This is an optimization exercise on Yosys and OpenROAD, whose aim is small area, a short achievable clock period and few clock cycles, not a production implementation.
The RTL was checked by simulation tests, not by an equivalence proof against the original design.
Power is estimated from default activity; no workload was simulated.

## delta
Design dab_fv, start of the top module:
module dab_fv (
    input  wire        clk,
    input  wire        rst,           
    input  wire        req_valid,
    output wire        req_ready,
    input  wire [31:0] req_cw,
    input  wire [63:0] req_opa,
    input  wire [63:0] req_opb,
    output reg         rsp_valid,
    output reg  [3:0]  rsp_status,
    output reg  [63:0] rsp_res
);
For scale: roughly 2400 flip-flops, about 230 I/O pins.
==> flow/config.mk <==
export PLATFORM = sky130hd
export DESIGN_NAME = dab_fv
export DESIGN_NICKNAME = dab_fv
export VERILOG_FILES = /design/flow/design.v
export SDC_FILE = /design/flow/constraint.sdc
export NUM_CORES = 4
export LEC_CHECK = 0
export CAP_MARGIN = 30
export CELL_PAD_IN_SITES_DETAIL_PLACEMENT = 1
export CELL_PAD_IN_SITES_GLOBAL_PLACEMENT = 2
export CORE_MARGIN = 2
export CORE_UTILIZATION = 30
export CTS_CLUSTER_DIAMETER = 100
export CTS_CLUSTER_SIZE = 20
export PLACE_DENSITY = 0.5
export SLEW_MARGIN = 40
==> flow/constraint.sdc <==
create_clock -name core_clock -period 12.0 [get_ports {clk}]
set_input_delay 2.4000 -clock core_clock [delete_from_list [all_inputs] [get_ports {clk}]]
set_output_delay 2.4000 -clock core_clock [all_outputs]
set_load 0.01 [all_outputs]
standard.sh (not shown) runs the stock make flow with config.mk's settings and CLKGATE_MAP_FILE= SYNTH_SCRIPT=/design/flow/synth_recipe.tcl, a recipe that flattens the netlist after the stock synthesis.
==> flow/flow/run.sh <==
#!/bin/bash
set -euo pipefail
bash standard.sh SETUP_SLACK_MARGIN=7.5 finish > layout.log 2>&1
Testbench counts of delta, summed over its fixed seeds: cycles 4,569.
Input changes introduced in sierra (baseline for comparison: delta):
Settings: CORE_UTILIZATION: 30 -> 20; PLACE_DENSITY: 0.5 -> 0.45.
==> flow/flow/run.sh <==
#!/bin/bash
set -euo pipefail
bash standard.sh SETUP_SLACK_MARGIN=8 finish > layout.log 2>&1
Notes after the runs:
- Measured against delta, the total power draw of sierra comes out at 1.05 times the reference value.
- sierra vs. delta: part of the power in combinational logic went up by 2.1 points.
- Going from delta to sierra, critical path depth shrinks by 4.
- Between delta and sierra, the cell count went up.
- On net switching power figure, delta beats sierra.


## run A
Another version of the RTL of dab_fv (not shown whole).
Size: roughly 8700 cells after synthesis.
==> flow/config.mk <==
export PLATFORM = sky130hd
export DESIGN_NAME = dab_fv
export DESIGN_NICKNAME = dab_fv
export VERILOG_FILES = /design/flow/design.v
export SDC_FILE = /design/flow/constraint.sdc
export NUM_CORES = 4
export LEC_CHECK = 0
export CAP_MARGIN = 30
export CELL_PAD_IN_SITES_DETAIL_PLACEMENT = 1
export CELL_PAD_IN_SITES_GLOBAL_PLACEMENT = 2
export CORE_MARGIN = 2
export CORE_UTILIZATION = 20
export CTS_CLUSTER_DIAMETER = 100
export CTS_CLUSTER_SIZE = 20
export PLACE_DENSITY = 0.45
export SLEW_MARGIN = 40
==> flow/constraint.sdc <==
create_clock -name core_clock -period 12.0 [get_ports {clk}]
set_input_delay 2.4000 -clock core_clock [delete_from_list [all_inputs] [get_ports {clk}]]
set_output_delay 2.4000 -clock core_clock [all_outputs]
set_load 0.01 [all_outputs]
==> flow/flow/run.sh <==
#!/bin/bash
set -euo pipefail
bash standard.sh SETUP_SLACK_MARGIN=8.5 finish > layout.log 2>&1
Run A: all stages complete, timing, DRC and antenna checks passed
Testbench counts of run A, summed over its fixed seeds: cycles 4,569.
[inputs] run B vs run A
==> flow/flow/run.sh <==
#!/bin/bash
set -euo pipefail
bash standard.sh SETUP_SLACK_MARGIN=7.5 finish > layout.log 2>&1
Global-route usage in run B is 0.34 points lower than in run A. Sort run A and run B by shortest clock period the worst path allows after layout asc -> top: run A. Compared with run A, run B shows power consumption that has gone down by a few percent. Against run A, run B reports a wire length that is lower. From run B to run A, number of synthesized register bits did not move at all. In the metrics for run A and run B, the one carrying the lower maximum clock rate is run B. When run B is set beside run A, its share of total power in the clock network turns out to be 1.2 points larger. [compare] base=run A new=run B: half-perimeter wire length after placement now sits lower, cell count now sits lower, initial core utilization now sits at about the same level, detailed-route vias per instance now sits lower.
What run C does differently from run B at the input level:
==> flow/flow/run.sh <==
#!/bin/bash
set -euo pipefail
bash standard.sh SETUP_SLACK_MARGIN=9 finish > layout.log 2>&1
==> comparison <==
- There was hardly any difference in sequential power between run B and run C.
- Run C vs run B, global-route usage went up by 0.88 points.
- Per the comparison of run C with run B, share of power burned in combinational logic higher; share of total power in the clock network lower.
- Adder and majority gate portion of the synthesized area came out exactly the same in run B and run C.
- Final cell area excluding filler cells, run C vs run B: up by more than 10%
- Of run B and run C, the lower power consumed by the clock network belongs to run C.
For run D, these inputs were changed with respect to run C:
==> flow/flow/run.sh <==
#!/bin/bash
set -euo pipefail
bash standard.sh SETUP_SLACK_MARGIN=8 finish > layout.log 2>&1
Notes after the runs:
- Core utilization: run D lower than run C
- Between run D and run C, portion of total power attributed to combinational logic is lower for run D, run C comes in above that.
- Relative to run C, part of the power in registers has increased by 4.3 points in run D.
- The worst path setup slack after routing reported for run D is greater than that of run C by 0.025 ns.
- Sequential power: run D vs run C — no meaningful difference

[afterwards: timing with drivers on the ports]
Ports are ideal in the flow. The routed layouts listed here were re-timed in OpenROAD.
Step 1, drivers: a clkbuf_16 drives clk and a buf_2 each remaining input, both assumed.
Step 2 times the ports against the registers' clock, not the clock port: input delays grow and output delays shrink by t, the midpoint of the rising clock arrivals with the driver on.
a / b / c = ideal / step 1 / step 2; a / b = the first two.
| run | t, ns | setup WS [ns] | worst data-port slew with drivers (ns) |
|---|---|---|---|
| delta | 1.006 | 7.362 / 7.416 / 6.410 | 0.14 |
| sierra | 1.040 | 7.319 / 7.406 / 6.367 | 0.11 |
| run A | 1.035 | 7.891 / 7.980 / 6.945 | 0.10 |
| run B | 1.042 | 7.511 / 7.511 / 6.688 | 0.07 |
| run C | 1.047 | 7.853 / 7.950 / 6.902 | 0.10 |
| run D | 1.028 | 7.878 / 7.949 / 6.921 | 0.07 |
After both steps every run listed still meets setup and hold. The setup slack of run D, which loses most, moves by +0.071 ns with the drivers and by -0.957 ns with both steps.
